From an optimization exercise on the open Yosys and OpenROAD flow, aimed at small area, a short achievable clock period and few clock cycles per item; shortcuts taken in it are not production practice.
Function was checked by simulation only, so behaviour that the tests miss may differ from the original.

## flow/design.v (module list and top-level ports; edited modules follow where they fit)
// module gps_codec: 4228 lines
module gps_codec (
    input  wire        clk,
    input  wire        rst,
    input  wire        in_valid,
    output wire        in_ready,
    input  wire        fix,
    input  wire [7:0]  num_sat,
    input  wire [31:0] lat,
    input  wire [31:0] lon,
    input  wire [15:0] speed,
    input  wire [31:0] alt,
    input  wire [15:0] dist_home,
    input  wire [15:0] dir_home,
    output reg         out_valid,
    input  wire        out_ready,
    output wire [15:0] speed_kmh,
    output wire        lat_south,
    output wire [15:0] lat_degmin,
    output wire [15:0] lat_sec,
    output wire        lon_west,
    output wire [15:0] lon_degmin,
    output wire [15:0] lon_sec,
    output wire [15:0] dist_out,
    output wire [15:0] alt_out,
    output wire [7:0]  num_sat_out,
    output wire [7:0]  fix_char,
    output wire [7:0]  dir_out
);
  // ...
==> flow/flow/run.sh <==
#!/bin/bash
# The standard layout with two changes:
#  - synthesis maps with flow/abc_area.script instead of ORFS's abc script
#    (everything else in synth_recipe.tcl and ORFS's synth.tcl is unchanged:
#    synth -nofsm -noshare, flatten, the same renames);
#  - each port is buffered with the smallest buffer cell.
# Each tool's output goes to a log of its own here and under orfs/logs.
set -euo pipefail
HERE=$(pwd)
# ORFS synth.tcl with the abc script replaced
sed "s#^\( *\)log_cmd abc {\*}\$abc_args#\1set abc_args [lreplace \$abc_args 1 1 $HERE/flow/abc_area.script]\n\1log_cmd abc {*}\$abc_args#" \
    "$FLOW_HOME/scripts/synth.tcl" > "$HERE/synth_custom.tcl"
grep -q "abc_area.script" "$HERE/synth_custom.tcl"
# The standard flow's synthesis script, sourcing the modified synth.tcl
sed "s#source \$::env(SCRIPTS_DIR)/synth.tcl#source $HERE/synth_custom.tcl#" synth_recipe.tcl > "$HERE/synth_recipe_custom.tcl"
grep -q "synth_custom.tcl" "$HERE/synth_recipe_custom.tcl"
sed "s#SYNTH_SCRIPT=[^ ]*#SYNTH_SCRIPT=$HERE/synth_recipe_custom.tcl#" standard.sh > "$HERE/standard_custom.sh"
grep -q "synth_recipe_custom.tcl" "$HERE/standard_custom.sh"
bash "$HERE/standard_custom.sh" BUFFER_PORTS_ARGS="-buffer_cell sky130_fd_sc_hd__buf_1" finish > make_finish.log 2>&1
==> flow/flow/abc_area.script <==
strash; &get -n; &fraig -x; &put; scorr; dc2; strash; &get -n; &dch -f; &nf -p -R 1000 -F 8 -A 4; &put; mfs3 -a; topo; stime -c; dnsize -c
==> flow/standard.sh <==
#!/bin/bash
# synth_recipe.tcl (not shown) runs the flow's synth.tcl, then flattens the netlist and writes it again
# the make line also repeats each setting of config.mk as NAME=value (left out here)
make -C /OpenROAD-flow-scripts/flow DESIGN_CONFIG=/design/flow/config.mk WORK_HOME=/design/flow/orfs CLKGATE_MAP_FILE= SYNTH_SCRIPT=/design/flow/synth_recipe.tcl "${@:-finish}"
==> flow/config.mk <==
export PLATFORM = sky130hd
export DESIGN_NAME = gps_codec
export DESIGN_NICKNAME = gps_codec
export VERILOG_FILES = /design/flow/design.v
export SDC_FILE = /design/flow/constraint.sdc
export NUM_CORES = 4
export LEC_CHECK = 0
export ABC_AREA = 1
export CAP_MARGIN = 20
export CORE_MARGIN = 2
export CORE_UTILIZATION = 65
export CTS_BUF_LIST = sky130_fd_sc_hd__clkbuf_4 sky130_fd_sc_hd__clkbuf_8
export PLACE_DENSITY = 0.75
export SLEW_MARGIN = 20
==> flow/constraint.sdc <==
create_clock -name core_clock -period 120.0 [get_ports {clk}]
set_input_delay 24.0000 -clock core_clock [delete_from_list [all_inputs] [get_ports {clk}]]
set_output_delay 24.0000 -clock core_clock [all_outputs]
set_load 0.01 [all_outputs]
==> metrics.md, run 1 <==
| Metric | Value |
|---|---|
| Multi-input combinational area share | roughly 67% |
| Initial Utilization | 65.59% |
| CTS H-tree depth | 4 |
| Synth Area in Compound Gates | 12.24% |
| Share of the synthesized area in the top cell type | a little under a fifth |
| CTS Buffer Depth | 2 |
| Delay of the slowest cell on the worst path | around 0.17 ns |
| Core ar. | 30350 um^2 |
| Outcome | finished clean |
| CP endpoint | in_ready |
| Fin area | 21320 um^2 |
| Tapcells | 396 |
| Tcrit/Tclk final | 40.31% |
| Final core area utilization | 70.25% |
| Top post-synthesis cells by count | 313 x clkinv_1, 284 x nand2_1, 190 x xnor2_1 |
| Die Area | 32040 um^2 |
| GRT Overall Usage | between 20% and 30% |
| Total iterations of the first detailed-routing run | 5 |
| Reg-to-reg slack, setup | 117.69 ns |
| Gr ovfl total | 0 |
| Slew Limit Fails | 0 |
| Non-clk buf share | 5.053% |
| Layout area overhead | 7.096% |
| Ranking of synthesized cells by area | edfxtp_1 19%, fa_1 14%, ha_1 9.4% |
| Crit-path cells | buf_1 -> nand2b_1 -> buf_1 |
| Setup CP Type | in -> out |
Testbench counts, summed over its fixed seeds: cycles 8,008, items 8,000.
==> run 2: changes to the inputs <==
==> flow/flow/abc_area.script (replaced) <==
strash; &get -n; &fraig -x; &put; scorr; dc2; strash; &get -n; &dch -f; &nf -p -R 1000 -F 8 -A 4; &put; topo; stime -c; dnsize -c
==> run 2 against run 1 <==
Core utilization increased by 0.058 points. Critical path depth up 99. Still clean. Synthesized cell count down 0.70%. Synthesized area is 1.4% higher. Global-route usage barely moved. Final cell count down 0.49%. Worst setup slack lost 0.092 ns. Die area up 1.4%.
==> metrics.md, run 2 <==
| Metric | Value |
|---|---|
| Sequential share of the synthesized area | 18.70% (was 18.96%) |
| Drt initial violations | 722 (was 620) |
| Vias in the first global route | 16030 (was 15090) |
| Slew Limit Fails | 0 (unchanged) |
| Final Skew | 0.01121 ns (was 0.008712 ns) |
| Total iterations of the first detailed-routing run | 5 (unchanged) |
| MaxCap Viol Count | 0 (unchanged) |
| Mapped Area | 20180 um^2 (was 19910 um^2) |
| Synth cell types | 56 (was 55) |
| Post_cts resized | 0 (unchanged) |
| Buf/Inv on CP | 10 (was 2) |
| CP delay by family, top | simple AND/OR/NAND/NOR gates (was buffers and inverters) |
| Drt drc | 0 (unchanged) |
| CP Data Arrival Time | 24.46 ns (was 24.37 ns) |
| Tmin final | 48.46 ns (was 48.37 ns) |
| Width of the die | 180.2 um (was 179 um) |
| Maximum fanout along the worst path | 10 (was 3) |
| Fillers | 2522 (was 2559) |
| Fin area | 21510 um^2 (was 21320 um^2) |
| Top flop regs | alt_r: 16 flops, dist_r: 16 flops (unchanged) |
| Synth area leader | edfxtp_1 (unchanged) |
| Core ar. | 30590 um^2 (was 30350 um^2) |
| Number of synthesized flops with an enable pin | 125 (unchanged) |
| Setup crit end kind | primary output (unchanged) |
| Final Setup Violations | 0 (unchanged) |
| Register bit count reported by yosys | 126 (unchanged) |
| Via count | 16540 (was 16430) |
| Initial antenna violation count | 2 (was 0) |
| Clk root buf | clkbuf_8 (unchanged) |
| Die height | 180.2 um (was 179 um) |
| Most common cell after layout, fill and taps aside | clkinv_1 (unchanged) |
| TritonCTS Buffers | 17 (unchanged) |
| Post-CTS setup buffers | 0 (unchanged) |
| CTS tree | built (unchanged) |
| Io pins | 297 (unchanged) |
| Delay of the slowest cell on the worst path | 0.72 ns (was 0.17 ns) |
| Placer Congestion | 0.8863 (was 0.8529) |
| CP Launch Type | flip-flop (was input port) |
| Maximum clock frequency | 20.63 MHz (was 20.67 MHz) |
| GRT Overall Usage | 24.10% (was 24.15%) |
| Total Routed Length | 38.77 mm (was 38.33 mm) |
| Asr flop ratio synth | 0% (unchanged) |
| Gr ovfl total | 0 (unchanged) |
| WL/cell | 12.70 um (was 12.49 um) |
| Most used cell, CP | ha_1 (was buf_1) |
| Hold Path Class | reg -> reg (unchanged) |
| Placed Area | 21130 um^2 (was 20860 um^2) |
| HPWL Detailed | 33.28 mm (was 32.70 mm) |
| Most used flip-flop cell after synthesis | edfxtp_1 (unchanged) |
| Most frequent cells in the layout | 307 x clkinv_1, 275 x buf_1, 239 x nand2_1, 234 x xnor2_1, 164 x nor2_1 (was 313 x clkinv_1, 284 x nand2_1, 275 x buf_1, 190 x xnor2_1, 182 x nor2_1) |
| CTS Sinks | 126 (unchanged) |
| Tcrit/Tclk final | 40.39% (was 40.31%) |
| Clk latency of the worst-skew pair | 0.44 ns (was 0.48 ns) |
| Share of the synthesized area in the top cell type | 18.60% (was 18.86%) |
| Setup TNS | 0 ns (unchanged) |
| Largest net degree at the start of global routing | 77 (was 82) |
| Headroom to the max-slew limit | 35.02% (was 32.07%) |
| CTS Buffer Depth | 2 (unchanged) |
| Setup CP Type | reg -> out (was in -> out) |
| Synth Instances | 2421 (was 2438) |
| Synth Area per Inst | 8.337 um^2 (was 8.165 um^2) |
| Remaining antenna violation count | 0 (unchanged) |
| Top post-synthesis cells by count | 305 x clkinv_1, 239 x nand2_1, 234 x xnor2_1 (was 313 x clkinv_1, 284 x nand2_1, 190 x xnor2_1) |
| Most frequent cell after synthesis | clkinv_1 (unchanged) |
| Syn. warnings | 1 (unchanged) |
| CTS clock-pin slew for the worst setup and hold paths | 0.07 ns (about the same) |
| Ranking of synthesized cells by area | edfxtp_1 19%, fa_1 14%, xnor2_1 10% (was edfxtp_1 19%, fa_1 14%, ha_1 9.4%) |
| Final #Nets | 3088 (was 3106) |
| Die Area | 32480 um^2 (was 32040 um^2) |
| RSZ-0062 raised after global routing | false (unchanged) |
| Port Buf Inserts | 275 (unchanged) |
| Outcome | finished clean (unchanged) |
| Num rows | 64 (unchanged) |
| Fin. Hold Viols | 0 (unchanged) |
| Initial Utilization | 65.98% (was 65.59%) |
| Worst path required time | 96.00 ns (about the same) |
| Worst slew pin tran | 0.9645 ns (was 1.019 ns) |
| First-pass GRT wire length | 67.37 mm (was 63.89 mm) |
| CTS Hold Buffers Added | 0 (unchanged) |
| Share of cells above drive strength 1 | 1.394% (was 1.497%) |
| Slowest library cell on the worst path | o21ai_0 (was nand2b_1) |
| Post-DR vias/cell | 5.417 (was 5.354) |
| Layout area overhead | 6.546% (was 7.096%) |
| CTS H-tree depth | 4 (unchanged) |
run 2: cell families (layout without fill, tap and decap cells):
family	Yosys count	count (layout)	share of synthesized area (%)
and+or+nand+nor	830	830	20.51
buffers and inverters	393	617	8.945
xor gates and xnor gates	390	390	16.92
AOI/OAI and AO/OA	383	383	11.29
adders and majority gates	290	290	23.18
DFF	126	126	18.70
muxes	7	7	0.4091
other	2	14	0.03721
run 2: layer usage:
layer	wire length, um	vias to the layer above	track usage [%]	share of wire [%]
met1	17200	7652	29.38	44
met2	19090	311	43.73	49
met4	615	0	7.065	1.6
met3	1861	34	3.961	4.8
met5	0	-	0	0
li1	-	8541	-	-
run 2: through the flow:
| stage | setup WS [ns] | std cells | util, % | hold slack [ns] |
|---|---|---|---|---|
| 2_1_floorplan | 71.82 | 2430 | - | 0.5942 |
| 4_1_cts | 71.40 | 3050 | 70.28 | 0.5375 |
| 3_5_place_dp | 71.64 | 3018 | 69.06 | 0.5231 |
| 5_1_grt | 69.21 | 3052 | 70.30 | 0.5783 |
| 3_3_place_gp | 71.64 | 3018 | 69.06 | 0.5161 |
| 6_report | 71.54 | 3053 | 70.30 | 0.5504 |
run 2: cell type report:
class                   count  area [um^2]  area share (%)
multi-input cells        1911        14640           68.08
flip-flops and latches    126         3774           17.55
inverters                 305         1145           5.323
repair buffers            280         1070           4.974
well taps                 396        495.5           2.304
clock buffers              19        249.0           1.158
clock inverters            13        123.9          0.5760
diodes                      3        7.507         0.03491
run 2: final timing paths:
check	from	end	slack (ns)	cells after the start
worst max-delay path	lat_qh[2]	lat_degmin[14]	71.54	102
worst min-delay path	out_valid	out_valid	0.55	2
worst max register to register	out_valid	lat_x[13]	117.70	3
worst min register to register	out_valid	out_valid	0.55	2
run 2: worst register-to-register path: stages, from the launching register on:
cell      delay, ns
dfxtp_1        0.32
nand2b_1       0.11
and2_4         0.56
buf_4          0.88

==> port drivers added, routing unchanged <==
Ports are ideal in the flow. The routed layouts listed here were re-timed in OpenROAD.
Step 1 (the two cells are an assumption about what drives the block):
set clk [get_ports {clk}]
set_driving_cell -lib_cell sky130_fd_sc_hd__clkbuf_16 $clk
set_driving_cell -lib_cell sky130_fd_sc_hd__buf_2 [delete_from_list [all_inputs] $clk]
Step 2 moves the port delays by t, midway between the first and last clock arrival at a register: inputs arrive t later, outputs are due t later. That takes back most of the time a late clock gives input paths.
a / b / c = no drivers / after step 1 / after step 2; a / b = the first two.
run	shift t [ns]	slack for setup (ns)	hold WS [ns]	worst data-port slew with drivers (ns)	cell pins on the clock port's net
run 1	0.522	71.629 / 71.604 / 71.604	0.551 / 0.551 / 0.551	0.08	1
run 2	0.482	71.537 / 71.488 / 71.616	0.550 / 0.550 / 0.550	0.12	1
After both steps every run listed still meets setup and hold. The setup slack of run 1, which loses most, moves by -0.025 ns with the drivers and by -0.025 ns with both steps.
